Context: an optimization exercise on an open-source flow, tuned for small area and a short achievable clock period. The choices shown serve that exercise and are no tape-out recipe. Where RTL was checked, it was by simulation tests only, not by an equivalence proof against the original. The RTL of runs 2 to 4 was laid out without a check of its function.

$ cat design.v
module tdma_mac_dp (
    input  wire        clk,
    input  wire        rst,             
    input  wire        cap_valid,       
    input  wire [15:0] cap_value,
    input  wire        upd_valid,       
    input  wire        active_pll,      
    input  wire        period_wr,       
    input  wire [15:0] period_wr_value,
    input  wire [1:0]  ring_idx,        
    output wire [15:0] ring_word,
    output reg  [15:0] period,
    output reg  [15:0] last_beacon_time,
    output reg  [2:0]  ring_count,
    output reg  [1:0]  ring_cursor,
    input  wire        slot_wr,         
    input  wire [1:0]  slot_wr_idx,
    input  wire [7:0]  slot_wr_data,
    input  wire [7:0]  num_clients,
    input  wire [15:0] short_addr,
    input  wire [7:0]  local_in,
    input  wire        build_beacon,    
    input  wire        build_response,  
    input  wire        upload,          
    input  wire [4:0]  stage_idx,       
    output wire [7:0]  stage_byte,
    output reg  [7:0]  tx_len,
    output reg  [7:0]  seq_no
);
    localparam integer RB_CAP       = 4;
    localparam integer N_SLOTS      = 3;
    localparam integer PERIOD_SHIFT = 2;
    localparam integer BEACON_LEN   = 13 + 4 * N_SLOTS;    
    localparam integer RESP_LEN     = 16;
    localparam [15:0] BEACON_FCF       = 16'h8000;
    localparam [15:0] RESPONSE_FCF     = 16'h8841;
    localparam [15:0] PAN_ID           = 16'hBEEF;
    localparam [15:0] COORD_SHORT_ADDR = 16'h0001;
    reg [15:0] ring_buf [0:RB_CAP-1];
    wire [1:0]  idx_recent1 = ring_cursor - 2'd1;
    wire [1:0]  idx_recent2 = ring_cursor - 2'd2;
    wire [15:0] recent1     = ring_buf[idx_recent1];
    wire [15:0] recent2     = ring_buf[idx_recent2];
    wire [15:0] latest_diff = recent1 - recent2;
    wire [20:0] ema_sum     = 21'd19 * {5'd0, period} + {5'd0, latest_diff};
    wire [20:0] ema_quot    = ema_sum / 21'd20;
    wire [15:0] ema_period  = ema_quot[15:0];
    wire [15:0] pll_period  = latest_diff >> PERIOD_SHIFT;
    assign ring_word = ring_buf[ring_idx];
    always @(posedge clk) begin
        if (cap_valid) begin
            ring_buf[ring_cursor] <= cap_value;
        end
    end
    always @(posedge clk) begin
        if (rst) begin
            ring_cursor      <= 2'd0;
            ring_count       <= 3'd0;
            last_beacon_time <= 16'd0;
            period           <= 16'd0;
        end else begin
            if (cap_valid) begin
                ring_cursor      <= ring_cursor + 2'd1;
                last_beacon_time <= cap_value;
                if (ring_count < RB_CAP[2:0])
                    ring_count <= ring_count + 3'd1;
            end
            if (period_wr) begin
                period <= period_wr_value;
            end else if (upd_valid && ring_count >= 3'd2) begin
                if (active_pll)
                    period <= pll_period;
                else
                    period <= ema_period;
            end
        end
    end
    reg [7:0] slot_state [0:N_SLOTS-1];
    reg [7:0] tx_stage   [0:BEACON_LEN-1];
    integer i;
    always @(posedge clk) begin
        if (rst) begin
            for (i = 0; i < N_SLOTS; i = i + 1)
                slot_state[i] <= 8'd0;
        end else if (slot_wr && slot_wr_idx < N_SLOTS[1:0]) begin
            slot_state[slot_wr_idx] <= slot_wr_data;
        end
    end
    always @(posedge clk) begin
        if (build_beacon) begin
            tx_stage[0]  <= BEACON_FCF[7:0];
            tx_stage[1]  <= BEACON_FCF[15:8];
            tx_stage[2]  <= seq_no;
            tx_stage[3]  <= PAN_ID[7:0];
            tx_stage[4]  <= PAN_ID[15:8];
            tx_stage[5]  <= short_addr[7:0];
            tx_stage[6]  <= short_addr[15:8];
            tx_stage[7]  <= period[7:0];
            tx_stage[8]  <= period[15:8];
            tx_stage[9]  <= num_clients;
            tx_stage[10] <= 8'd0;
            for (i = 0; i < N_SLOTS; i = i + 1) begin
                tx_stage[11 + 4*i] <= slot_state[i];
                tx_stage[12 + 4*i] <= 8'd0;
                tx_stage[13 + 4*i] <= 8'd0;
                tx_stage[14 + 4*i] <= 8'd0;
            end
            tx_stage[11 + 4*N_SLOTS] <= 8'd0;
            tx_stage[12 + 4*N_SLOTS] <= 8'd0;
        end else if (build_response) begin
            tx_stage[0]  <= RESPONSE_FCF[7:0];
            tx_stage[1]  <= RESPONSE_FCF[15:8];
            tx_stage[2]  <= seq_no;
            tx_stage[3]  <= PAN_ID[7:0];
            tx_stage[4]  <= PAN_ID[15:8];
            tx_stage[5]  <= COORD_SHORT_ADDR[7:0];
            tx_stage[6]  <= COORD_SHORT_ADDR[15:8];
            tx_stage[7]  <= short_addr[7:0];
            tx_stage[8]  <= short_addr[15:8];
            tx_stage[9]  <= 8'd4;
            tx_stage[10] <= local_in;
            tx_stage[11] <= 8'd0;
            tx_stage[12] <= 8'd0;
            tx_stage[13] <= 8'd0;
            tx_stage[14] <= 8'd0;
            tx_stage[15] <= 8'd0;
        end
    end
    always @(posedge clk) begin
        if (rst) begin
            tx_len <= 8'd0;
            seq_no <= 8'd0;
        end else if (build_beacon) begin
            tx_len <= BEACON_LEN[7:0];
            seq_no <= seq_no + 8'd1;
        end else if (build_response) begin
            tx_len <= RESP_LEN[7:0];
            seq_no <= seq_no + 8'd1;
        end else if (upload) begin
            tx_len <= 8'd0;
        end
    end
    assign stage_byte = (stage_idx < BEACON_LEN[4:0]) ? tx_stage[stage_idx] : 8'd0;
endmodule
$ cat constraint.sdc
create_clock -name core_clock -period 20.0 [get_ports {clk}]
set_input_delay 4.0000 -clock core_clock [delete_from_list [all_inputs] [get_ports {clk}]]
set_output_delay 4.0000 -clock core_clock [all_outputs]
set_load 0.01 [all_outputs]
$ cat run.sh
#!/bin/bash
# synth_recipe.tcl (not shown) runs the flow's synth.tcl, then flattens the netlist and writes it again
# the make line also repeats each setting of config.mk as NAME=value (left out here)
make -C /OpenROAD-flow-scripts/flow DESIGN_CONFIG=/design/flow/config.mk WORK_HOME=/design/flow/orfs CLKGATE_MAP_FILE= SYNTH_SCRIPT=/design/flow/synth_recipe.tcl finish
$ cat config.mk
export PLATFORM = sky130hd
export DESIGN_NAME = tdma_mac_dp
export DESIGN_NICKNAME = tdma_mac_dp
export VERILOG_FILES = /design/flow/design.v
export SDC_FILE = /design/flow/constraint.sdc
export NUM_CORES = 4
export LEC_CHECK = 0
export CAP_MARGIN = 20
export CORE_MARGIN = 2
export CORE_UTILIZATION = 40
export SLEW_MARGIN = 20
==> notes.md, run 1 <==
----------------------------------------------------
[Run status]
  Run status ... complete, no violations

[Placement]
  Routability congestion estimate from global placement ... 0.901
  I/O Buffers ... 162
  HPWL Detailed ... 31600 um
  Pre-CTS setup slack ... 5.25 ns
  Area of placed instances ... 17100 um2

[Clock network]
  Clock tree root driver cell ... sky130_fd_sc_hd__clkbuf_16
  Maximum level of the CTS H-tree ... 1
  Setup fix buffers added after clock tree synthesis ... 0
  Clock sink count ... 216
  Reg clk slew, reported paths ... 0.06 ns
  Worst-case clock buffer depth ... 3
  Inserted Clock Buffers ... 24
  Count of hold buffers inserted by post-cts repair ... 0
  TritonCTS clock tree ... yes
  Post-cts gate resize count ... 0
  Clock latency at the later pin of the worst-skew pair ... 0.53 ns

[Synth]
  Synth Cell Area ... 15200 um2
  Number of enable-type register cells in the synthesized netlist ... 160
  Part of the Yosys area used for sequential elements ... 39.1%
  Post-synth cell types ... 104
  Ys async rst share ... 0%
  #FFs+latches synth ... 216
  Gate count of the mapped netlist ... 1441
  Synthesis Warnings ... 2
  Predominant post-synthesis flop cell ... sky130_fd_sc_hd__edfxtp_1
  Mean instance size in the synthesized netlist ... 10.5 um2

[Die]
  Die span in x ... 199 um
  Area of the core ... 37500 um2
  Top-level I/O count ... 168
  Overall die height ... 199 um
  Initial core utilization ... 40.4%
  Die area ... 39400 um2
  Row count ... 71

[Critical path]
  Critical Path Start Type ... register
  Worst path required time ... 20.39 ns
  Setup slack of the worst register-to-register path ... 5.10 ns
  Slowest-stage cell, CP ... sky130_fd_sc_hd__ha_1
  Crit path arrival time ... 15.29 ns
  Critical path's top delay family ... compound AO/OA/AOI/OAI gates
  Most frequent cell on the critical path ... sky130_fd_sc_hd__a21o_1
  Maximum fanout encountered on the critical timing path ... 37
  Path type of the worst setup path ... register to register
  Sum of buffers and inverters on the critical path ... 2
  Timing startpoint of the critical path ... ring_cursor[0]
  Element type at the critical path end ... register
  Worst r2r src ... ring_cursor[0]
  Delay of the slowest cell on the worst path ... 0.83 ns

[Drt]
  Detailed Routing Iterations Pass 1 ... 7
  DRC marker count from the first detailed-route iteration ... 1046
  Detail-routed net length per standard cell ... 20.8 um
  Mean number of vias per cell ... 5.84
  Post-route DRC violation count ... 0
  Count of antenna-violating nets left after detailed routing ... 0
  Drt total wl ... 43400 um
  Routed vias ... 12181

[GRT]
  Global-route track usage on met3 ... 4.88%
  Antenna violations before repair ... 5
  Global-route layer with the greatest usage ... met2
  Met1 Usage GRT ... 31.2%
  Largest net degree at the start of global routing ... 76
  GRT Residual Overflow ... 0
  Vias in the first global route ... 11658
  M2 GR Usage ... 33.6%
  Total track usage ... 21.8%
  First-pass GRT wire length ... 66900 um

[Finish]
  Final cell area excluding filler cells ... 17900 um2
  Layout Area Growth over Synthesis ... 18.1%
  Number of fillers in the final layout ... 3513
  Share of layout cells above drive strength 1 ... 11.1%
  Count of nets after finishing ... 1733

[Worst hold path]
  Worst hold path type ... register to register
  Startpoint of the tightest hold check path ... slot_state[2][4]

[STA]
  Highest Clock Rate ... 67.1 MHz
  Crit path time final ... 14.90 ns
  Max-slew violation count ... 0
  Setup slack after layout ... 5.10 ns
  Clk_skew ... 0.0213 ns
  Final worst-path cycle share ... 74.5%
  Total count of hold-check failures in the final report ... 0
  Worst slew margin relative to its limit ... 27.7%
  Actual slew at the worst max-slew pin ... 1.08 ns
  Final worst hold slack ... 0.423 ns
  Sum of negative setup slack ... 0 ns
  Final setup violation count ... 0
  Setup repair after global routing missed its margin ... false

[Run]
  Count of max-cap constraint violations ... 0

----------------------------------------------------
## worst register-to-register path, delay by kind of cell (launching register included)
kind	cells	cell delay [ns]
fa+ha+maj	6	2.79
simple gates	19	4.77
compound gates	23	5.62
xor+xnor	1	0.18
buf+inv	2	0.66
mux	1	0.44
flops	1	0.31
## worst paths after layout
path	end	cells past startpoint
setup / recovery	period[0]	52
hold / removal	tx_stage[19][4]	0
setup reg to reg	period[0]	52
hold reg to reg	tx_stage[19][4]	0
## registers in the layout, indices dropped and copies added (netlist names)
name,count
tx_stage,81
last_beacon_time,16
period,16
slot_state,24
tx_len,2
ring_count,3
ring_cursor,2
ring_buf,64
seq_no,8
## synthesized netlist by cell type, drive strengths merged (17+ instances only)
cell type	count	area (um2)
a211oi	22	198
a21o	24	180
a21oi	70	369
a221oi	17	155
and2	73	459
and3	18	113
buf	40	241
clkbuf	62	233
dfxtp	56	1120
edfxtp	160	4800
fa	29	581
ha	57	713
inv	63	236
mux2	17	191
mux2i	39	390
mux4	48	1080
nand2	67	251
nand3	34	175
nand4	21	131
nor2	127	482
nor3	28	156
o211ai	19	148
o21ai	60	308
xnor2	27	236
xor2	21	184
## final cells by class
type | count | area, um2 | share of cell area [%]
Tap cell | 511 | 639 | 3.57
Clock buffer | 30 | 644 | 3.60
Clock inverter | 13 | 93.8 | 0.525
Multi-Input combinational cell | 1064 | 8540 | 47.8
Antenna cell | 3 | 7.51 | 0.0420
Inverter | 63 | 236 | 1.32
Timing Repair Buffer | 187 | 1790 | 10.0
Sequential cell | 216 | 5930 | 33.1
## stage by stage
step           instances  utilization, %
5_1_grt             2084            47.7
6_report            2087            47.7
2_1_floorplan       1445               -
3_3_place_gp        2041            45.7
4_1_cts             2084            47.7
3_5_place_dp        2041            45.7
## routing by layer
metal	part of all wire, %	vias to the layer above	wire [um]
met4	1.9	6	815
met2	45	411	19600
met1	46	5981	19800
met3	7.3	49	3160
met5	0.097	-	42
li1	-	5734	-
## cells in the final DEF, fill, tap and decap left out, types with 15 or more instances in the layout
cell type,instances
sky130_fd_sc_hd__clkbuf_16,25
sky130_fd_sc_hd__a211oi_1,17
sky130_fd_sc_hd__and2_1,72
sky130_fd_sc_hd__mux2_2,17
sky130_fd_sc_hd__xnor2_1,26
sky130_fd_sc_hd__nand3_1,33
sky130_fd_sc_hd__buf_4,25
sky130_fd_sc_hd__clkdlybuf4s50_1,159
sky130_fd_sc_hd__nand4_1,21
sky130_fd_sc_hd__ha_1,57
sky130_fd_sc_hd__nand2_1,67
sky130_fd_sc_hd__and3_1,18
sky130_fd_sc_hd__o21ai_0,52
sky130_fd_sc_hd__mux4_2,48
sky130_fd_sc_hd__edfxtp_1,160
sky130_fd_sc_hd__o211ai_1,18
sky130_fd_sc_hd__mux2i_1,39
sky130_fd_sc_hd__a21oi_1,67
sky130_fd_sc_hd__nor2_1,125
sky130_fd_sc_hd__a21o_1,24
sky130_fd_sc_hd__a31oi_1,15
sky130_fd_sc_hd__nor3_1,26
sky130_fd_sc_hd__dfxtp_1,55
sky130_fd_sc_hd__xor2_1,21
sky130_fd_sc_hd__inv_1,63
sky130_fd_sc_hd__fa_1,29
sky130_fd_sc_hd__a221oi_1,16
## cells by family (layout without fill, tap and decap cells)
family	count (synthesis)	count (layout)	synth area share [%]
and+or+nand+nor	448	448	15.5
AOI/OAI and AO/OA	370	370	18.2
DFF	216	216	39.1
buffers and inverters	165	293	4.69
muxes	104	104	11.0
adders and majority gates	89	89	8.74
xor gates and xnor gates	48	48	2.77
other	1	8	0.0248
==> inputs of run 2 (changes only) <==
==> design.v (replaced) <==
module tdma_mac_dp (
    input  wire        clk,
    input  wire        rst,             
    input  wire        cap_valid,       
    input  wire [15:0] cap_value,
    input  wire        upd_valid,       
    input  wire        active_pll,      
    input  wire        period_wr,       
    input  wire [15:0] period_wr_value,
    input  wire [1:0]  ring_idx,        
    output wire [15:0] ring_word,
    output reg  [15:0] period,
    output wire [15:0] last_beacon_time,
    output wire [2:0]  ring_count,
    output reg  [1:0]  ring_cursor,
    input  wire        slot_wr,         
    input  wire [1:0]  slot_wr_idx,
    input  wire [7:0]  slot_wr_data,
    input  wire [7:0]  num_clients,
    input  wire [15:0] short_addr,
    input  wire [7:0]  local_in,
    input  wire        build_beacon,    
    input  wire        build_response,  
    input  wire        upload,          
    input  wire [4:0]  stage_idx,       
    output reg  [7:0]  stage_byte,
    output wire [7:0]  tx_len,
    output reg  [7:0]  seq_no
);
    reg [15:0] s0, s1, s2, s3;    
    reg        full;              
    assign last_beacon_time = s0;
    assign ring_count       = {full, ring_cursor & {2{~full}}};
    wire [1:0] rsel = ring_cursor + ~ring_idx;    
    assign ring_word = (rsel == 2'd0) ? s0 :
                       (rsel == 2'd1) ? s1 :
                       (rsel == 2'd2) ? s2 : s3;
    always @(posedge clk) begin
        if (cap_valid) begin
            s1 <= s0;
            s2 <= s1;
            s3 <= s2;
        end
    end
    always @(posedge clk) begin
        if (rst) begin
            s0          <= 16'd0;
            ring_cursor <= 2'd0;
            full        <= 1'b0;
        end else if (cap_valid) begin
            s0          <= cap_value;
            ring_cursor <= ring_cursor + 2'd1;
            if (ring_cursor == 2'd3)
                full <= 1'b1;
        end
    end
    wire [15:0] d    = s0 - s1;
    wire [17:0] u4   = {2'b0, d} + {2'b0, ~period} + 18'd9;
    wire [15:0] w    = u4[17:2];
    wire [21:0] w51  = {6'd0, w} + {5'd0, w, 1'b0} + {2'd0, w, 4'd0} + {1'd0, w, 5'd0};
    wire [29:0] w257 = {8'd0, w51} + {w51, 8'd0};
    wire [12:0] q    = w257[28:16];
    wire [15:0] ema_period = period + {3'd0, q} + 16'd62259;    
    wire [15:0] pll_period = {2'b00, d[15:2]};
    always @(posedge clk) begin
        if (rst)
            period <= 16'd0;
        else if (period_wr)
            period <= period_wr_value;
        else if (upd_valid && (full || ring_cursor[1]))
            period <= active_pll ? pll_period : ema_period;
    end
    reg [7:0]  slot0, slot1, slot2;
    reg [7:0]  st_s0, st_s1, st_s2;    
    reg [15:0] st_56;                  
    reg [15:0] st_78;                  
    reg [7:0]  st_z;                   
    reg        len_nz;                 
    reg        len_b;                  
    assign tx_len = {3'b000, len_nz, len_b, 2'b00, len_b};
    always @(posedge clk) begin
        if (rst) begin
            slot0 <= 8'd0;
            slot1 <= 8'd0;
            slot2 <= 8'd0;
        end else if (slot_wr) begin
            if (slot_wr_idx == 2'd0) slot0 <= slot_wr_data;
            if (slot_wr_idx == 2'd1) slot1 <= slot_wr_data;
            if (slot_wr_idx == 2'd2) slot2 <= slot_wr_data;
        end
    end
    always @(posedge clk) begin
        if (build_beacon) begin
            st_s0 <= slot0;
            st_s1 <= slot1;
            st_s2 <= slot2;
        end
        if (build_beacon || build_response) begin
            st_56 <= build_beacon ? short_addr : 16'h0001;
            st_78 <= build_beacon ? period : short_addr;
            st_z  <= build_beacon ? num_clients : local_in;
        end
    end
    always @(posedge clk) begin
        if (rst) begin
            len_nz <= 1'b0;
            len_b  <= 1'b0;
            seq_no <= 8'd0;
        end else if (build_beacon || build_response) begin
            len_nz <= 1'b1;
            len_b  <= build_beacon;
            seq_no <= seq_no + 8'd1;
        end else if (upload) begin
            len_nz <= 1'b0;
            len_b  <= 1'b0;
        end
    end
    wire [7:0] st_seq = seq_no - 8'd1;
    always @(*) begin
        case (stage_idx)
            5'd0:    stage_byte = len_b ? 8'h00 : 8'h41;
            5'd1:    stage_byte = len_b ? 8'h80 : 8'h88;
            5'd2:    stage_byte = st_seq;
            5'd3:    stage_byte = 8'hEF;
            5'd4:    stage_byte = 8'hBE;
            5'd5:    stage_byte = st_56[7:0];
            5'd6:    stage_byte = st_56[15:8];
            5'd7:    stage_byte = st_78[7:0];
            5'd8:    stage_byte = st_78[15:8];
            5'd9:    stage_byte = len_b ? st_z : 8'h04;
            5'd10:   stage_byte = len_b ? 8'h00 : st_z;
            5'd11:   stage_byte = len_b ? st_s0 : 8'h00;
            5'd15:   stage_byte = len_b ? st_s1 : 8'h00;
            5'd19:   stage_byte = st_s2;
            default: stage_byte = 8'h00;
        endcase
    end
endmodule
==> run 2 against run 1 <==
- utilization is 1.0 points higher
- area after synthesis is 17% lower
- largest cell class unchanged
- setup slack better by 3.8 ns
- first-iteration DRC count is 41% lower
- highest routed layer is now met4
- design area is 15% lower
==> notes.md, run 2 <==
----------------------------------------------------
[STA]
  Total count of hold-check failures in the final report ... 0 (unchanged)
  Final setup violation count ... 0 (unchanged)
  Setup repair after global routing missed its margin ... false (unchanged)
  Max-slew violation count ... 0 (unchanged)
  Clk_skew ... 0.00742 ns (was 0.0213 ns)
  Crit path time final ... 11.10 ns (was 14.90 ns)
  Sum of negative setup slack ... 0 ns (unchanged)
  Final worst-path cycle share ... 55.5% (was 74.5%)
  Worst slew margin relative to its limit ... 21.0% (was 27.7%)
  Highest Clock Rate ... 90.1 MHz (was 67.1 MHz)
  Actual slew at the worst max-slew pin ... 1.18 ns (was 1.08 ns)
  Setup slack after layout ... 8.90 ns (was 5.10 ns)

[Placement]
  Pre-CTS setup slack ... 9.00 ns (was 5.25 ns)
  Area of placed instances ... 14600 um2 (was 17100 um2)
  I/O Buffers ... 162 (unchanged)
  HPWL Detailed ... 26700 um (was 31600 um)
  Routability congestion estimate from global placement ... 0.880 (was 0.901)

[Synth]
  Part of the Yosys area used for sequential elements ... 37.6% (was 39.1%)
  Ys async rst share ... 0% (unchanged)
  Post-synth cell types ... 85 (was 104)
  List of most frequent post-synthesis cells ... sky130_fd_sc_hd__ha_1, sky130_fd_sc_hd__inv_1, sky130_fd_sc_hd__edfxtp_1 (was sky130_fd_sc_hd__edfxtp_1, sky130_fd_sc_hd__nor2_1, sky130_fd_sc_hd__and2_1)
  Share of Yosys cell area claimed by the top area cell type ... 26.7% (was 31.7%)
  Most instantiated library cell after synthesis ... sky130_fd_sc_hd__ha_1 (was sky130_fd_sc_hd__edfxtp_1)
  Gate count of the mapped netlist ... 1222 (was 1441)
  Predominant post-synthesis flop cell ... sky130_fd_sc_hd__edfxtp_1 (unchanged)
  Ranking of synthesized cells by area ... sky130_fd_sc_hd__edfxtp_1, sky130_fd_sc_hd__ha_1, sky130_fd_sc_hd__dfxtp_1, sky130_fd_sc_hd__xnor2_1, sky130_fd_sc_hd__mux2i_1 (was sky130_fd_sc_hd__edfxtp_1, sky130_fd_sc_hd__dfxtp_1, sky130_fd_sc_hd__mux4_2, sky130_fd_sc_hd__ha_1, sky130_fd_sc_hd__fa_1)
  Mean instance size in the synthesized netlist ... 10.3 um2 (was 10.5 um2)
  Synth area leader ... sky130_fd_sc_hd__edfxtp_1 (unchanged)
  Synthesis Warnings ... 1 (was 2)
  #FFs+latches synth ... 181 (was 216)
  Number of enable-type register cells in the synthesized netlist ... 112 (was 160)
  Synth Cell Area ... 12600 um2 (was 15200 um2)

[Die]
  Initial core utilization ... 40.3% (was 40.4%)
  Overall die height ... 182 um (was 199 um)
  Top-level I/O count ... 168 (unchanged)
  Die span in x ... 182 um (was 199 um)
  Area of the core ... 31300 um2 (was 37500 um2)
  Die area ... 33000 um2 (was 39400 um2)
  Row count ... 65 (was 71)

[Clock network]
  Post-cts gate resize count ... 0 (unchanged)
  Clock tree root driver cell ... sky130_fd_sc_hd__clkbuf_16 (unchanged)
  Inserted Clock Buffers ... 17 (was 24)
  Setup fix buffers added after clock tree synthesis ... 0 (unchanged)
  Maximum level of the CTS H-tree ... 4 (was 1)
  TritonCTS clock tree ... yes (unchanged)
  Clock sink count ... 181 (was 216)
  Count of hold buffers inserted by post-cts repair ... 0 (unchanged)
  Reg clk slew, reported paths ... 0.07 ns (was 0.06 ns)
  Worst-case clock buffer depth ... 2 (was 3)
  Clock latency at the later pin of the worst-skew pair ... 0.43 ns (was 0.53 ns)

[Critical path]
  Setup slack of the worst register-to-register path ... 9.13 ns (was 5.10 ns)
  Maximum fanout encountered on the critical timing path ... 11 (was 37)
  Crit path arrival time ... 7.10 ns (was 15.29 ns)
  Critical Path Start Type ... primary input (was register)
  Ordered cell list for the critical path ... clkdlybuf4s50_1, inv_1, nand3_1, nor3_1, a22oi_1, nand3_1, a221o_1, clkdlybuf4s50_1
  CP Capture Point ... stage_byte[7] (was period[0])
  Path type of the worst setup path ... primary input to output pin (was register to register)
  Sum of buffers and inverters on the critical path ... 3 (was 2)
  Worst path required time ... 16.00 ns (was 20.39 ns)
  Worst-case reg-to-reg path depth ... 48 (was 52)
  Number of gates on the worst path with buffers counted ... 8 (was 52)
  Worst r2r src ... s0[0] (was ring_cursor[0])
  Delay of the slowest cell on the worst path ... 0.93 ns (was 0.83 ns)
  Critical path's top delay family ... buffers and inverters (was compound AO/OA/AOI/OAI gates)
  Element type at the critical path end ... output pin (was register)
  Slowest-stage cell, CP ... sky130_fd_sc_hd__nor3_1 (was sky130_fd_sc_hd__ha_1)
  Timing startpoint of the critical path ... stage_idx[2] (was ring_cursor[0])
  End of the worst register-to-register path ... period[14] (was period[0])

[Drt]
  Detailed Routing Iterations Pass 1 ... 8 (was 7)
  Drt total wl ... 34000 um (was 43400 um)
  DRC marker count from the first detailed-route iteration ... 613 (was 1046)
  Detail-routed net length per standard cell ... 19.1 um (was 20.8 um)
  Routed vias ... 9482 (was 12181)
  Post-route DRC violation count ... 0 (unchanged)
  Count of antenna-violating nets left after detailed routing ... 0 (unchanged)
  Mean number of vias per cell ... 5.32 (was 5.84)

[GRT]
  Largest net degree at the start of global routing ... 72 (was 76)
  Antenna violations before repair ... 2 (was 5)
  First-pass GRT wire length ... 53100 um (was 66900 um)
  GRT Residual Overflow ... 0 (unchanged)
  Vias in the first global route ... 9393 (was 11658)
  Total track usage ... 20.9% (was 21.8%)

[Finish]
  Share of layout cells above drive strength 1 ... 9.49% (was 11.1%)
  Commonest non-fill, non-tap cells in the layout ... sky130_fd_sc_hd__clkdlybuf4s50_1, sky130_fd_sc_hd__ha_1, sky130_fd_sc_hd__inv_1 (was sky130_fd_sc_hd__edfxtp_1, sky130_fd_sc_hd__clkdlybuf4s50_1, sky130_fd_sc_hd__nor2_1)
  Final cell area excluding filler cells ... 15300 um2 (was 17900 um2)
  Number of fillers in the final layout ... 2905 (was 3513)
  Layout Area Growth over Synthesis ... 20.9% (was 18.1%)
  Final cell utilization of the core ... 48.7% (was 47.7%)
  Most common library cell in the layout ignoring fill and taps ... sky130_fd_sc_hd__clkdlybuf4s50_1 (was sky130_fd_sc_hd__edfxtp_1)
  Count of nets after finishing ... 1605 (was 1733)

[Run status]
  Run status ... complete, no violations (unchanged)

[Run]
  Count of max-cap constraint violations ... 0 (unchanged)

[Worst hold path]
  Worst hold path type ... register to register (unchanged)

----------------------------------------------------
-- run 2: cell types whose count changed after synthesis, sizes merged, moves of 15 or more --
cell | before | now
and2 | 73 | 19
buf | 40 | 17
clkbuf | 62 | 31
edfxtp | 160 | 112
ha | 57 | 127
inv | 63 | 115
mux4 | 48 | 16
nand3 | 34 | 17
nand4 | 21 | 6
nor2 | 127 | 112
o21ai | 60 | 32
xnor2 | 27 | 63
-- run 2: final cells by class --
class,instances,area (um2),area share [%]
diodes,2,5.00,0.0328
clock buffers,17,425,2.79
clock inverters,15,196,1.29
inverters,115,432,2.83
multi-input cells,882,7290,47.8
flip-flops and latches,181,4740,31.1
well taps,402,503,3.30
repair buffers,170,1670,10.9
-- run 2: stage by stage --
step / hold WS (ns) / cells
global placement: 0.411 / 1750
finish: 0.434 / 1784
CTS: 0.435 / 1782
global route: 0.441 / 1783
detailed placement: 0.418 / 1750
floorplan: 0.408 / 1226
-- run 2: kinds of logic (layout without fill, tap and decap cells) --
| logic type | count (synthesis) | in the layout | synth area share (%) |
|---|---|---|---|
| DFF | 181 | 181 | 37.6 |
| muxes | 88 | 88 | 8.85 |
| and+or+nand+nor | 296 | 296 | 11.3 |
| xor gates and xnor gates | 95 | 95 | 6.89 |
| other | 1 | 7 | 0.0297 |
| adders and majority gates | 148 | 148 | 15.8 |
| buffers and inverters | 163 | 317 | 5.12 |
| AOI/OAI and AO/OA | 250 | 250 | 14.3 |
-- run 2: worst min path at each step --
| stage | from | end | cells after the start |
|---|---|---|---|
| 5_1_grt | slot2[2] | st_s2[2] | 0 |
| 3_3_place_gp | slot0[2] | st_s0[2] | 0 |
| 2_1_floorplan | slot0[0] | st_s0[0] | 0 |
| 6_report | slot0[6] | st_s0[6] | 0 |
| 4_1_cts | slot0[6] | st_s0[6] | 0 |
| 3_5_place_dp | slot0[6] | st_s0[6] | 0 |
-- run 2: per-layer routing --
layer | wire (um) | vias to the layer above | global-route usage, %
met3 | 1470 | 38 | 3.47
li1 | - | 4681 | -
met4 | 956 | 0 | 7.80
met2 | 16100 | 250 | 34.7
met1 | 15500 | 4513 | 27.3
met5 | 0 | - | 0
==> inputs of run 3 (changes only) <==
==> flow/run.sh (new file) <==
#!/bin/bash
# Standard ORFS layout with smaller port buffers and a tighter setup repair target.
set -euo pipefail
bash standard.sh SETUP_SLACK_MARGIN=10 "BUFFER_PORTS_ARGS=-buffer_cell sky130_fd_sc_hd__buf_1" finish > make_finish.log 2>&1
==> standard.sh (new file) <==
#!/bin/bash
# synth_recipe.tcl (not shown) runs the flow's synth.tcl, then flattens the netlist and writes it again
# the make line also repeats each setting of config.mk as NAME=value (left out here)
make -C /OpenROAD-flow-scripts/flow DESIGN_CONFIG=/design/flow/config.mk WORK_HOME=/design/flow/orfs CLKGATE_MAP_FILE= SYNTH_SCRIPT=/design/flow/synth_recipe.tcl "${@:-finish}"
--- a/config.mk
+++ b/config.mk
@@ -8,4 +8,4 @@
 export CAP_MARGIN = 20
 export CORE_MARGIN = 2
-export CORE_UTILIZATION = 40
+export CORE_UTILIZATION = 30
 export SLEW_MARGIN = 20
removed: run.sh
==> run 3 against run 2 <==
- highest routed layer is now met5
- design area is 2.9% higher
- global-route usage is 4.1 points lower
==> notes.md, run 3 <==
----------------------------------------------------
[Clock network]
  Clock tree root driver cell ... sky130_fd_sc_hd__clkbuf_16 (unchanged)
  Worst-case clock buffer depth ... 2 (unchanged)
  TritonCTS clock tree ... yes (unchanged)
  Clock latency at the later pin of the worst-skew pair ... 0.44 ns (was 0.43 ns)
  Maximum level of the CTS H-tree ... 4 (unchanged)
  Reg clk slew, reported paths ... 0.07 ns (about the same)
  Inserted Clock Buffers ... 17 (unchanged)
  Clock sink count ... 181 (unchanged)

[Drt]
  Detail-routed net length per standard cell ... 19.0 um (was 19.1 um)
  DRC marker count from the first detailed-route iteration ... 681 (was 613)
  Post-route DRC violation count ... 0 (unchanged)
  Drt total wl ... 37500 um (was 34000 um)
  Detailed Routing Iterations Pass 1 ... 5 (was 8)
  Mean number of vias per cell ... 5.05 (was 5.32)
  Count of antenna-violating nets left after detailed routing ... 0 (unchanged)
  Routed vias ... 9996 (was 9482)

[STA]
  Final worst hold slack ... 0.435 ns (was 0.434 ns)
  Actual slew at the worst max-slew pin ... 0.950 ns (was 1.18 ns)
  Total count of hold-check failures in the final report ... 0 (unchanged)
  Max-slew violation count ... 0 (unchanged)
  Final worst-path cycle share ... 49.5% (was 55.5%)
  Crit path time final ... 9.90 ns (was 11.10 ns)
  Sum of negative setup slack ... 0 ns (unchanged)
  Setup repair after global routing missed its margin ... true (was false)
  Final setup violation count ... 0 (unchanged)
  Highest Clock Rate ... 101 MHz (was 90.1 MHz)
  Clk_skew ... 0.0124 ns (was 0.00742 ns)
  Worst slew margin relative to its limit ... 36.6% (was 21.0%)
  Setup slack after layout ... 10.10 ns (was 8.90 ns)

[Finish]
  Final cell area excluding filler cells ... 15700 um2 (was 15300 um2)
  Layout Area Growth over Synthesis ... 24.5% (was 20.9%)
  Most common library cell in the layout ignoring fill and taps ... sky130_fd_sc_hd__buf_1 (was sky130_fd_sc_hd__clkdlybuf4s50_1)
  Post-layout instance count excluding filler cells ... 1979 (was 1784)
  Share of layout cells above drive strength 1 ... 21.1% (was 9.49%)
  Count of nets after finishing ... 1663 (was 1605)
  Number of fillers in the final layout ... 4111 (was 2905)
  Commonest non-fill, non-tap cells in the layout ... sky130_fd_sc_hd__buf_1, sky130_fd_sc_hd__edfxtp_1, sky130_fd_sc_hd__inv_1 (was sky130_fd_sc_hd__clkdlybuf4s50_1, sky130_fd_sc_hd__ha_1, sky130_fd_sc_hd__inv_1)

[Critical path]
  Crit path arrival time ... 5.90 ns (was 7.10 ns)
  Critical path's top delay family ... simple AND/OR/NAND/NOR gates (was buffers and inverters)
  Sum of buffers and inverters on the critical path ... 3 (unchanged)
  Maximum fanout encountered on the critical timing path ... 11 (unchanged)
  Path type of the worst setup path ... primary input to output pin (unchanged)
  Slowest-stage cell, CP ... sky130_fd_sc_hd__or3_1 (was sky130_fd_sc_hd__nor3_1)
  Worst path required time ... 16.00 ns (about the same)
  Timing startpoint of the critical path ... stage_idx[2] (unchanged)
  Delay of the slowest cell on the worst path ... 0.45 ns (was 0.93 ns)
  Critical Path Start Type ... primary input (unchanged)
  Ordered cell list for the critical path ... buf_2, inv_1, or3_1, nor2_2, a221oi_1, nand3_1, a21oi_1, o21ai_0, buf_1 (was clkdlybuf4s50_1, inv_1, nand3_1, nor3_1, a22oi_1, nand3_1, a221o_1, clkdlybuf4s50_1)
  Worst r2r src ... s0[0] (unchanged)
  Element type at the critical path end ... output pin (unchanged)

[GRT]
  Met1 Usage GRT ... 22.6% (was 27.3%)
  GRT Residual Overflow ... 0 (unchanged)
  Global-route track usage on met3 ... 3.79% (was 3.47%)
  Global-route layer with the greatest usage ... met2 (unchanged)
  First-pass GRT wire length ... 56100 um (was 53100 um)
  Total track usage ... 16.7% (was 20.9%)
  Vias in the first global route ... 9563 (was 9393)
  Antenna violations before repair ... 3 (was 2)
  Largest net degree at the start of global routing ... 72 (unchanged)
  M2 GR Usage ... 27.1% (was 34.7%)

[Synth]
  Ranking of synthesized cells by area ... sky130_fd_sc_hd__edfxtp_1, sky130_fd_sc_hd__ha_1, sky130_fd_sc_hd__dfxtp_1, sky130_fd_sc_hd__xnor2_1, sky130_fd_sc_hd__mux2i_1 (unchanged)
  Ys async rst share ... 0% (unchanged)
  Synth area leader ... sky130_fd_sc_hd__edfxtp_1 (unchanged)
  Gate count of the mapped netlist ... 1222 (unchanged)
  List of most frequent post-synthesis cells ... sky130_fd_sc_hd__ha_1, sky130_fd_sc_hd__inv_1, sky130_fd_sc_hd__edfxtp_1 (unchanged)
  Share of Yosys cell area claimed by the top area cell type ... 26.7% (unchanged)
  Part of the Yosys area used for sequential elements ... 37.6% (unchanged)
  Mean instance size in the synthesized netlist ... 10.3 um2 (unchanged)
  Most instantiated library cell after synthesis ... sky130_fd_sc_hd__ha_1 (unchanged)
  Post-synth cell types ... 85 (unchanged)
  Number of enable-type register cells in the synthesized netlist ... 112 (unchanged)
  #FFs+latches synth ... 181 (unchanged)
  Synthesis Warnings ... 1 (unchanged)
  Synth Cell Area ... 12600 um2 (unchanged)
  Predominant post-synthesis flop cell ... sky130_fd_sc_hd__edfxtp_1 (unchanged)

[Placement]
  Pre-CTS setup slack ... 9.22 ns (was 9.00 ns)
  Routability congestion estimate from global placement ... 0.891 (was 0.880)
  Area of placed instances ... 13800 um2 (was 14600 um2)
  HPWL Detailed ... 28500 um (was 26700 um)
  I/O Buffers ... 162 (unchanged)
  Count of placed standard cells including taps ... 1890 (was 1750)

[Die]
  Die area ... 43700 um2 (was 33000 um2)
  Row count ... 75 (was 65)
  Top-level I/O count ... 168 (unchanged)
  Area of the core ... 41800 um2 (was 31300 um2)
  Initial core utilization ... 30.2% (was 40.3%)
  Overall die height ... 209 um (was 182 um)
  Die span in x ... 209 um (was 182 um)

[Run]
  Count of max-cap constraint violations ... 0 (unchanged)

[Run status]
  Run status ... complete, no violations (unchanged)

[Worst hold path]
  Startpoint of the tightest hold check path ... slot1[6] (was slot0[6])
  Worst hold path type ... register to register (unchanged)

----------------------------------------------------
-- run 3: cell counts after synthesis --
No cell type changed its count.
-- run 3: area by class of cell --
cell class	count	area [um2]	area share, %
multi-input combinational	882	8100	51.6
sequential	181	4750	30.2
timing repair buffer	228	1150	7.30
tap	539	674	4.29
inverter	115	432	2.75
clock buffer	17	425	2.71
clock inverter	15	176	1.12
antenna	2	5.00	0.0319
-- run 3: kinds of logic (layout without fill, tap and decap cells) --
group / Yosys count / count (layout) / synth area share, %
adders and majority gates: 148 / 148 / 15.8
buffers and inverters: 163 / 375 / 5.12
other: 1 / 7 / 0.0297
and+or+nand+nor: 296 / 296 / 11.3
AOI/OAI and AO/OA: 250 / 250 / 14.3
xor gates and xnor gates: 95 / 95 / 6.89
DFF: 181 / 181 / 37.6
muxes: 88 / 88 / 8.85
-- run 3: worst register-to-register path: cells and delay by family (launching register included) --
family | cells | cell delay, ns
compound gates | 22 | 4.21
buf+inv | 5 | 0.36
fa+ha+maj | 10 | 3.06
flops | 1 | 0.35
xor+xnor | 5 | 0.87
simple gates | 4 | 0.85
-- run 3: path summary, 6_finish.rpt --
path / endpoint / slack (ns) / depth (start not counted)
max reg2reg: period[14] / 10.16 / 46
max: stage_byte[3] / 10.10 / 9
min: st_s1[6] / 0.43 / 0
min reg2reg: st_s1[6] / 0.43 / 0
-- run 3: repair_timing --
action                     CTS  global route
gates resized for setup     59            95
pin swaps                   30            66
hold buffers                 0             0
setup buffers               25            30
setup endpoints to repair   20            18
-- run 3: metal layers --
layer | vias up | wire length (um)
li1 | 4795 | -
met5 | - | 12
met3 | 41 | 2220
met2 | 317 | 17500
met1 | 4841 | 17100
met4 | 2 | 706
-- run 3: stage by stage --
stage          util (%)
2_1_floorplan         -
3_3_place_gp       33.0
3_5_place_dp       33.1
4_1_cts            35.9
5_1_grt            37.6
6_report           37.6
==> inputs of run 4 (changes only) <==
==> flow/run.sh (replaced) <==
#!/bin/bash
# Standard ORFS layout with smaller port buffers and a tighter setup repair target.
set -euo pipefail
bash standard.sh SETUP_SLACK_MARGIN=10 "BUFFER_PORTS_ARGS=-buffer_cell sky130_fd_sc_hd__buf_2" finish > make_finish.log 2>&1
--- a/config.mk
+++ b/config.mk
@@ -8,4 +8,4 @@
 export CAP_MARGIN = 20
 export CORE_MARGIN = 2
-export CORE_UTILIZATION = 30
+export CORE_UTILIZATION = 40
 export SLEW_MARGIN = 20
==> run 4 against run 3 <==
- still clean on timing, DRC and antenna
- utilization grew 12 points
- area after synthesis is the same
- critical path type unchanged
- largest cell class unchanged
==> notes.md, run 4 <==
----------------------------------------------------
[Critical path]
  Ordered cell list for the critical path ... buf_2, nand2_1, nor4_2, a221oi_1, nand3_1, a21oi_1, o21ai_0, buf_2 (was buf_2, inv_1, or3_1, nor2_2, a221oi_1, nand3_1, a21oi_1, o21ai_0, buf_1)
  Delay of the slowest cell on the worst path ... 0.67 ns (was 0.45 ns)
  Critical Path Start Type ... primary input (unchanged)
  Slowest-stage cell, CP ... sky130_fd_sc_hd__nor4_2 (was sky130_fd_sc_hd__or3_1)
  Path type of the worst setup path ... primary input to output pin (unchanged)
  Worst path required time ... 16.00 ns (about the same)
  Maximum fanout encountered on the critical timing path ... 12 (was 11)
  Critical path's top delay family ... simple AND/OR/NAND/NOR gates (unchanged)
  Most frequent cell on the critical path ... sky130_fd_sc_hd__buf_2
  Element type at the critical path end ... output pin (unchanged)
  Crit path arrival time ... 5.96 ns (was 5.90 ns)
  Sum of buffers and inverters on the critical path ... 2 (was 3)

[Finish]
  Most common library cell in the layout ignoring fill and taps ... sky130_fd_sc_hd__buf_2 (was sky130_fd_sc_hd__buf_1)
  Layout Area Growth over Synthesis ... 23.2% (was 24.5%)
  Count of nets after finishing ... 1653 (was 1663)
  Share of layout cells above drive strength 1 ... 30.3% (was 21.1%)
  Post-layout instance count excluding filler cells ... 1832 (was 1979)
  Commonest non-fill, non-tap cells in the layout ... sky130_fd_sc_hd__buf_2, sky130_fd_sc_hd__edfxtp_1, sky130_fd_sc_hd__nor2_1 (was sky130_fd_sc_hd__buf_1, sky130_fd_sc_hd__edfxtp_1, sky130_fd_sc_hd__inv_1)

[STA]
  Crit path time final ... 9.96 ns (was 9.90 ns)
  Final setup violation count ... 0 (unchanged)
  Max-slew violation count ... 0 (unchanged)
  Clk_skew ... 0.0175 ns (was 0.0124 ns)
  Setup repair after global routing missed its margin ... true (unchanged)
  Final worst hold slack ... 0.431 ns (was 0.435 ns)
  Setup slack after layout ... 10.04 ns (was 10.10 ns)
  Total count of hold-check failures in the final report ... 0 (unchanged)
  Actual slew at the worst max-slew pin ... 0.933 ns (was 0.950 ns)
  Highest Clock Rate ... 100 MHz (was 101 MHz)
  Sum of negative setup slack ... 0 ns (unchanged)
  Final worst-path cycle share ... 49.8% (was 49.5%)
  Worst slew margin relative to its limit ... 37.8% (was 36.6%)

[Die]
  Overall die height ... 182 um (was 209 um)
  Row count ... 65 (was 75)
  Die area ... 33000 um2 (was 43700 um2)
  Area of the core ... 31300 um2 (was 41800 um2)
  Initial core utilization ... 40.3% (was 30.2%)
  Top-level I/O count ... 168 (unchanged)
  Die span in x ... 182 um (was 209 um)

[Clock network]
  Clock latency at the later pin of the worst-skew pair ... 0.44 ns (about the same)
  TritonCTS clock tree ... yes (unchanged)
  Count of hold buffers inserted by post-cts repair ... 0 (unchanged)
  Worst-case clock buffer depth ... 2 (unchanged)
  Maximum level of the CTS H-tree ... 4 (unchanged)
  Clock sink count ... 181 (unchanged)
  Clock tree root driver cell ... sky130_fd_sc_hd__clkbuf_16 (unchanged)
  Reg clk slew, reported paths ... 0.07 ns (about the same)
  Inserted Clock Buffers ... 17 (unchanged)

[GRT]
  GRT Residual Overflow ... 0 (unchanged)
  Total track usage ... 20.6% (was 16.7%)
  Vias in the first global route ... 9406 (was 9563)
  First-pass GRT wire length ... 52500 um (was 56100 um)
  Largest net degree at the start of global routing ... 72 (unchanged)
  Antenna violations before repair ... 3 (unchanged)

[Drt]
  Drt total wl ... 34600 um (was 37500 um)
  Mean number of vias per cell ... 5.41 (was 5.05)
  Count of antenna-violating nets left after detailed routing ... 0 (unchanged)
  Detailed Routing Iterations Pass 1 ... 5 (unchanged)
  Post-route DRC violation count ... 0 (unchanged)
  Routed vias ... 9911 (was 9996)
  DRC marker count from the first detailed-route iteration ... 623 (was 681)
  Detail-routed net length per standard cell ... 18.9 um (was 19.0 um)

[Synth]
  Ranking of synthesized cells by area ... sky130_fd_sc_hd__edfxtp_1, sky130_fd_sc_hd__ha_1, sky130_fd_sc_hd__dfxtp_1, sky130_fd_sc_hd__xnor2_1, sky130_fd_sc_hd__mux2i_1 (unchanged)
  Share of Yosys cell area claimed by the top area cell type ... 26.7% (unchanged)
  Most instantiated library cell after synthesis ... sky130_fd_sc_hd__ha_1 (unchanged)
  Synth area leader ... sky130_fd_sc_hd__edfxtp_1 (unchanged)
  List of most frequent post-synthesis cells ... sky130_fd_sc_hd__ha_1, sky130_fd_sc_hd__inv_1, sky130_fd_sc_hd__edfxtp_1 (unchanged)
  Post-synth cell types ... 85 (unchanged)
  Mean instance size in the synthesized netlist ... 10.3 um2 (unchanged)
  Part of the Yosys area used for sequential elements ... 37.6% (unchanged)
  Synth Cell Area ... 12600 um2 (unchanged)
  Synthesis Warnings ... 1 (unchanged)
  Predominant post-synthesis flop cell ... sky130_fd_sc_hd__edfxtp_1 (unchanged)
  Ys async rst share ... 0% (unchanged)
  #FFs+latches synth ... 181 (unchanged)
  Number of enable-type register cells in the synthesized netlist ... 112 (unchanged)
  Gate count of the mapped netlist ... 1222 (unchanged)

[Run status]
  Run status ... complete, no violations (unchanged)

[Placement]
  Routability congestion estimate from global placement ... 0.918 (was 0.891)
  I/O Buffers ... 162 (unchanged)
  Count of placed standard cells including taps ... 1749 (was 1890)
  Pre-CTS setup slack ... 9.07 ns (was 9.22 ns)
  HPWL Detailed ... 26100 um (was 28500 um)

[Run]
  Count of max-cap constraint violations ... 0 (unchanged)

[Worst hold path]
  Worst hold path type ... register to register (unchanged)

----------------------------------------------------
==> run 4: cell counts after synthesis <==
No cell type changed its count.
==> run 4: cell type report <==
cell class / count / area [um2]
Antenna cell: 2 / 5.00
Clock buffer: 23 / 510
Clock inverter: 9 / 103
Fill cell: 2860 / 15800
Inverter: 115 / 432
Multi-Input combinational cell: 882 / 7990
Sequential cell: 181 / 4750
Tap cell: 402 / 503
Timing Repair Buffer: 218 / 1250
==> run 4: kinds of logic (layout without fill, tap and decap cells) <==
logic type / after synthesis / count (layout) / synth area share (%)
AO/OA/AOI/OAI: 250 / 250 / 14.3
AND/OR/NAND/NOR: 296 / 296 / 11.3
XOR/XNOR: 95 / 95 / 6.89
adder cells (fa/ha/maj): 148 / 148 / 15.8
buffers and inverters: 163 / 365 / 5.12
other: 1 / 7 / 0.0297
flip-flops: 181 / 181 / 37.6
multiplexers: 88 / 88 / 8.85
==> run 4: final timing paths <==
path | end | cells after the start | slack (ns) | startpoint
setup / recovery | stage_byte[3] | 8 | 10.04 | stage_idx[1]
hold / removal | st_s1[6] | 0 | 0.43 | slot1[6]
setup reg to reg | period[9] | 43 | 10.28 | s1[1]
hold reg to reg | st_s1[6] | 0 | 0.43 | slot1[6]
==> run 4: routing by layer <==
| layer | global-route usage, % | vias to the layer above | wire length (um) |
|---|---|---|---|
| li1 | - | 4764 | - |
| met1 | 26.6 | 4770 | 15200 |
| met2 | 34.8 | 319 | 16500 |
| met3 | 3.51 | 58 | 1800 |
| met4 | 7.58 | 0 | 1110 |
| met5 | 0 | - | 0 |
==> run 4: timing repair <==
item | in CTS | in global routing
buffers inserted | 21 | 28
endpoints found under the setup margin | 18 | 21
pin swaps | 31 | 69
resized for setup | 61 | 63
==> run 4: per-stage QoR <==
step / utilization, % / instance area, um2
CTS: 47.8 / 15000
global route: 49.6 / 15500
detailed placement: 44.1 / 13800
finish: 49.6 / 15500
floorplan: - / 12600
global placement: 44.1 / 13800
==> inputs of run 5 (changes only) <==
--- a/design.v
+++ b/design.v
@@ -55,11 +55,59 @@
         end
     end
-    wire [15:0] d    = s0 - s1;
-    wire [17:0] u4   = {2'b0, d} + {2'b0, ~period} + 18'd9;
-    wire [15:0] w    = u4[17:2];
-    wire [21:0] w51  = {6'd0, w} + {5'd0, w, 1'b0} + {2'd0, w, 4'd0} + {1'd0, w, 5'd0};
-    wire [29:0] w257 = {8'd0, w51} + {w51, 8'd0};
-    wire [12:0] q    = w257[28:16];
-    wire [15:0] ema_period = period + {3'd0, q} + 16'd62259;    
+    function [31:0] bk;
+        input [31:0] a;
+        input [31:0] b;
+        input        ci;
+        reg   [31:0] g, p, x;
+        integer s, i;
+        begin
+            x = a ^ b;
+            g = a & b;
+            p = x;
+            g[0] = g[0] | (p[0] & ci);
+            for (s = 1; s < 32; s = s * 2)
+                for (i = 2 * s - 1; i < 32; i = i + 2 * s) begin
+                    g[i] = g[i] | (p[i] & g[i - s]);
+                    p[i] = p[i] & p[i - s];
+                end
+            for (s = 8; s >= 1; s = s / 2)
+                for (i = 3 * s - 1; i < 32; i = i + 2 * s) begin
+                    g[i] = g[i] | (p[i] & g[i - s]);
+                    p[i] = p[i] & p[i - s];
+                end
+            bk = x ^ {g[30:0], ci};
+        end
+    endfunction
+    function [15:0] div5;
+        input [18:0] w;
+        reg   [2:0]  r;
+        reg          b;
+        integer i;
+        begin
+            r = w[18:16];
+            for (i = 15; i >= 0; i = i - 1) begin
+                b = w[i];
+                div5[i] = r[2] | (r[1] & (r[0] | b));
+                r = {(r[1] & ~r[0] & ~b) | (r[2] & b),
+                     (~r[1] & r[0]) | (r[1] & r[0] & b) | (r[2] & ~b),
+                     (~r[1] & ~r[2] & b) | (r[1] & r[0] & ~b) | (r[2] & ~b)};
+            end
+        end
+    endfunction
+    function [63:0] csa;
+        input [31:0] a;
+        input [31:0] b;
+        input [31:0] c;
+        begin
+            csa[31:0]  = a ^ b ^ c;
+            csa[63:32] = {(a[30:0] & b[30:0]) | (a[30:0] & c[30:0]) | (b[30:0] & c[30:0]), 1'b0};
+        end
+    endfunction
+    wire [31:0] d32  = bk({16'd0, s0}, {16'd0, ~s1}, 1'b1);
+    wire [15:0] d    = d32[15:0];
+    wire [63:0] c1   = csa({16'd0, period}, {15'd0, period, 1'b0}, {12'd0, period, 4'd0});
+    wire [63:0] c2   = csa(c1[31:0], c1[63:32], {16'd0, d});
+    wire [31:0] x    = bk(c2[31:0], c2[63:32], 1'b0);
+    wire [15:0] ema_period = div5(x[20:2]);
     wire [15:0] pll_period = {2'b00, d[15:2]};
     always @(posedge clk) begin
==> flow/run.sh (replaced) <==
#!/bin/bash
# Standard ORFS layout (standard.sh) with small port buffers and a tighter
# setup-repair target; make's full output goes to make_finish.log.
set -euo pipefail
bash standard.sh SETUP_SLACK_MARGIN=10.5 "BUFFER_PORTS_ARGS=-buffer_cell sky130_fd_sc_hd__buf_1" finish > make_finish.log 2>&1
--- a/config.mk
+++ b/config.mk
@@ -6,6 +6,8 @@
 export NUM_CORES = 4
 export LEC_CHECK = 0
+export ABC_AREA = 1
 export CAP_MARGIN = 20
 export CORE_MARGIN = 2
-export CORE_UTILIZATION = 40
+export CORE_UTILIZATION = 30
+export CTS_BUF_LIST = sky130_fd_sc_hd__clkbuf_4 sky130_fd_sc_hd__clkbuf_8
 export SLEW_MARGIN = 20
==> run 5 against run 4 <==
- area after synthesis shrank 13%
- cell count grew 5.9%
- design area fell by 13%
- count of clock-buffer cells in the layout shrank 6
- clock skew shrank 0.0039 ns
- synthesized cell count increased by 5.0%
- sequential cell count unchanged
- via count is 5.1% lower
- global-route usage is 4.2 points lower
- highest routed layer is now met5
==> notes.md, run 5 <==
----------------------------------------------------
[Die]
  Top-level I/O count ... 168 (unchanged)
  Row count ... 70 (was 65)
  Initial core utilization ... 30.3% (was 40.3%)
  Die span in x ... 196 um (was 182 um)
  Overall die height ... 196 um (was 182 um)
  Die area ... 38300 um2 (was 33000 um2)
  Area of the core ... 36400 um2 (was 31300 um2)

[Clock network]
  Count of hold buffers inserted by post-cts repair ... 0 (unchanged)
  Maximum level of the CTS H-tree ... 4 (unchanged)
  Clock tree root driver cell ... sky130_fd_sc_hd__clkbuf_8 (was sky130_fd_sc_hd__clkbuf_16)
  Clock latency at the later pin of the worst-skew pair ... 0.47 ns (was 0.44 ns)
  Reg clk slew, reported paths ... 0.11 ns (was 0.07 ns)
  Clock sink count ... 181 (unchanged)
  Worst-case clock buffer depth ... 2 (unchanged)
  Inserted Clock Buffers ... 17 (unchanged)
  TritonCTS clock tree ... yes (unchanged)

[Run]
  Count of max-cap constraint violations ... 0 (unchanged)

[Finish]
  Layout Area Growth over Synthesis ... 22.2% (was 23.2%)
  Final cell utilization of the core ... 37.0% (was 49.6%)
  Share of layout cells above drive strength 1 ... 19.8% (was 30.3%)
  Commonest non-fill, non-tap cells in the layout ... sky130_fd_sc_hd__nand2_1, sky130_fd_sc_hd__inv_1, sky130_fd_sc_hd__buf_1 (was sky130_fd_sc_hd__buf_2, sky130_fd_sc_hd__edfxtp_1, sky130_fd_sc_hd__nor2_1)
  Final cell area excluding filler cells ... 13500 um2 (was 15500 um2)
  Number of fillers in the final layout ... 3663 (was 2860)
  Count of nets after finishing ... 1632 (was 1653)
  Most common library cell in the layout ignoring fill and taps ... sky130_fd_sc_hd__nand2_1 (was sky130_fd_sc_hd__buf_2)

[Worst hold path]
  Capture endpoint of the worst hold path ... st_s2[4] (was st_s1[6])
  Worst hold path type ... register to register (unchanged)
  Startpoint of the tightest hold check path ... slot2[4] (was slot1[6])
  Depth of the worst hold-timing path ... 0 (unchanged)

[Critical path]
  Setup slack of the worst register-to-register path ... 11.00 ns (was 10.28 ns)
  Crit path arrival time ... 5.78 ns (was 5.96 ns)
  Path type of the worst setup path ... primary input to output pin (unchanged)
  Worst-case reg-to-reg path depth ... 68 (was 43)
  End of the worst register-to-register path ... period[0] (was period[9])
  Worst r2r src ... s1[0] (was s1[1])
  Element type at the critical path end ... output pin (unchanged)
  Maximum fanout encountered on the critical timing path ... 7 (was 12)
  Critical Path Start Type ... primary input (unchanged)
  Worst path required time ... 16.00 ns (about the same)

[Drt]
  Count of antenna-violating nets left after detailed routing ... 0 (unchanged)
  Detail-routed net length per standard cell ... 16.7 um (was 18.9 um)
  Post-route DRC violation count ... 0 (unchanged)
  Drt total wl ... 32300 um (was 34600 um)
  DRC marker count from the first detailed-route iteration ... 476 (was 623)
  Routed vias ... 9403 (was 9911)
  Mean number of vias per cell ... 4.85 (was 5.41)
  Detailed Routing Iterations Pass 1 ... 6 (was 5)

[Run status]
  Run status ... complete, no violations (unchanged)

[STA]
  Setup repair after global routing missed its margin ... true (unchanged)
  Final setup violation count ... 0 (unchanged)
  Max-slew violation count ... 0 (unchanged)
  Final worst-path cycle share ... 48.9% (was 49.8%)
  Total count of hold-check failures in the final report ... 0 (unchanged)
  Crit path time final ... 9.78 ns (was 9.96 ns)
  Worst slew margin relative to its limit ... 27.3% (was 37.8%)
  Highest Clock Rate ... 102 MHz (was 100 MHz)
  Clk_skew ... 0.0137 ns (was 0.0175 ns)
  Actual slew at the worst max-slew pin ... 1.08 ns (was 0.933 ns)
  Sum of negative setup slack ... 0 ns (unchanged)

[GRT]
  Total track usage ... 16.4% (was 20.6%)
  First-pass GRT wire length ... 48500 um (was 52500 um)
  Vias in the first global route ... 8930 (was 9406)
  Largest net degree at the start of global routing ... 67 (was 72)
  GRT Residual Overflow ... 0 (unchanged)
  Antenna violations before repair ... 5 (was 3)

[Placement]
  HPWL Detailed ... 23900 um (was 26100 um)
  Routability congestion estimate from global placement ... 0.861 (was 0.918)
  I/O Buffers ... 162 (unchanged)
  Area of placed instances ... 12100 um2 (was 13800 um2)

[Synth]
  List of most frequent post-synthesis cells ... sky130_fd_sc_hd__nand2_1, sky130_fd_sc_hd__inv_1, sky130_fd_sc_hd__edfxtp_1 (was sky130_fd_sc_hd__ha_1, sky130_fd_sc_hd__inv_1, sky130_fd_sc_hd__edfxtp_1)
  Synth area leader ... sky130_fd_sc_hd__edfxtp_1 (unchanged)
  Mean instance size in the synthesized netlist ... 8.59 um2 (was 10.3 um2)
  Most instantiated library cell after synthesis ... sky130_fd_sc_hd__nand2_1 (was sky130_fd_sc_hd__ha_1)
  Synth Cell Area ... 11000 um2 (was 12600 um2)
  Part of the Yosys area used for sequential elements ... 43.0% (was 37.6%)
  Number of enable-type register cells in the synthesized netlist ... 112 (unchanged)
  Ys async rst share ... 0% (unchanged)
  #FFs+latches synth ... 181 (unchanged)
  Ranking of synthesized cells by area ... sky130_fd_sc_hd__edfxtp_1, sky130_fd_sc_hd__dfxtp_1, sky130_fd_sc_hd__nand2_1, sky130_fd_sc_hd__fa_1, sky130_fd_sc_hd__inv_1 (was sky130_fd_sc_hd__edfxtp_1, sky130_fd_sc_hd__ha_1, sky130_fd_sc_hd__dfxtp_1, sky130_fd_sc_hd__xnor2_1, sky130_fd_sc_hd__mux2i_1)
  Synthesis Warnings ... 1 (unchanged)
  Share of Yosys cell area claimed by the top area cell type ... 30.5% (was 26.7%)
  Post-synth cell types ... 48 (was 85)
  Gate count of the mapped netlist ... 1283 (was 1222)
  Predominant post-synthesis flop cell ... sky130_fd_sc_hd__edfxtp_1 (unchanged)

----------------------------------------------------
run 5: cell types whose count changed after synthesis, sizes merged, moves of 26 or more:
cell | previous run | this run
xnor2 | 63 | 12
nand2 | 54 | 293
nand3 | 17 | 75
inv | 115 | 174
ha | 127 | 41
o21ai | 32 | 112
mux2 | 26 | 0
xor2 | 32 | 6
mux2i | 46 | 0
run 5: logic make-up (layout without fill, tap and decap cells):
| family | count (synthesis) | in the layout | synth area share, % |
|---|---|---|---|
| adders and majority gates | 84 | 84 | 12.5 |
| buffers and inverters | 221 | 404 | 7.83 |
| other | 1 | 7 | 0.0340 |
| DFF | 181 | 181 | 43.0 |
| AOI/OAI and AO/OA | 269 | 269 | 14.3 |
| and+or+nand+nor | 509 | 509 | 20.7 |
| xor gates and xnor gates | 18 | 18 | 1.60 |
run 5: critical path: stages:
cell,delay (ns)
sky130_fd_sc_hd__buf_1,0.07
sky130_fd_sc_hd__inv_1,0.04
sky130_fd_sc_hd__ha_2,0.18
sky130_fd_sc_hd__xnor2_2,0.14
sky130_fd_sc_hd__or2_4,0.26
sky130_fd_sc_hd__nand2_4,0.07
sky130_fd_sc_hd__inv_4,0.04
sky130_fd_sc_hd__nor2_4,0.15
sky130_fd_sc_hd__clkinvlp_4,0.17
sky130_fd_sc_hd__buf_6,0.16
sky130_fd_sc_hd__nand2_1,0.05
sky130_fd_sc_hd__nand3_1,0.07
sky130_fd_sc_hd__o211ai_1,0.11
sky130_fd_sc_hd__o21ai_1,0.10
sky130_fd_sc_hd__buf_2,0.15
run 5: final cells by class:
type,count,area (um2),area share [%]
Clock inverter,15,161,1.20
Tap cell,468,586,4.35
Timing Repair Buffer,195,940,6.98
Inverter,177,676,5.02
Multi-Input combinational cell,885,6120,45.5
Clock buffer,17,234,1.74
Sequential cell,181,4740,35.2
Antenna cell,2,5.00,0.0372
run 5: what timing repair did:
item,4_1_cts,5_1_grt
setup endpoints to repair,27,29
resized for setup,54,177
buffers inserted,11,16
pin swaps,11,63
gates cloned,0,1
run 5: metrics by stage:
| stage | hold WS (ns) | setup WS (ns) | std cells |
|---|---|---|---|
| final | 0.438 | 10.22 | 1940 |
| after global routing | 0.450 | 10.13 | 1939 |
| after CTS | 0.440 | 10.24 | 1921 |
| after detailed placement | 0.412 | 9.79 | 1878 |
| after global placement | 0.406 | 9.88 | 1878 |
| after floorplan | 0.403 | 10.48 | 1287 |
run 5: worst max-delay path by stage:
stage | start | end | slack (ns) | cells past startpoint
after floorplan | ring_idx[0] | ring_word[5] | 10.48 | 12
after global placement | ring_idx[0] | ring_word[0] | 9.88 | 14
after detailed placement | stage_idx[1] | stage_byte[0] | 9.79 | 9
after CTS | ring_idx[0] | ring_word[6] | 10.24 | 15
after global routing | ring_idx[0] | ring_word[0] | 10.13 | 15
final | ring_idx[0] | ring_word[6] | 10.22 | 15
run 5: routing by layer:
layer / GRT usage, % / vias to the layer above / wire (um)
met5: 0 / - / 41
met4: 5.84 / 6 / 831
met3: 3.15 / 47 / 1680
met2: 26.0 / 251 / 14800
met1: 22.5 / 4472 / 15000
li1: - / 4627 / -

-- port drivers added, routing unchanged --
No port has a modelled driver above. Below, the same layouts with a new extraction and two added sets of constraints.
Step 1 (the two cells are an assumption about what drives the block):
set clk [get_ports {clk}]
set_driving_cell -lib_cell sky130_fd_sc_hd__clkbuf_16 $clk
set_driving_cell -lib_cell sky130_fd_sc_hd__buf_2 [delete_from_list [all_inputs] $clk]
Step 2 moves the port delays by t, midway between the first and last clock arrival at a register: inputs arrive t later, outputs are due t later. That takes back most of the time a late clock gives input paths.
Three values: no drivers, after step 1, after step 2; two values: the first two.
run | shift t [ns] | slack for setup (ns) | worst setup path after step 2
run 1 | 0.568 | 5.100 / 5.100 / 5.100 | register to register
run 2 | 0.478 | 8.899 / 8.868 / 8.868 | input to output
run 3 | 0.484 | 10.100 / 10.073 / 10.073 | input to output
run 4 | 0.480 | 10.044 / 10.020 / 10.020 | input to output
run 5 | 0.510 | 10.223 / 10.201 / 10.201 | input to output
After both steps setup and hold are still met in every run listed. The setup slack of run 2, which loses most, moves by -0.031 ns with the drivers and by -0.031 ns with both steps.
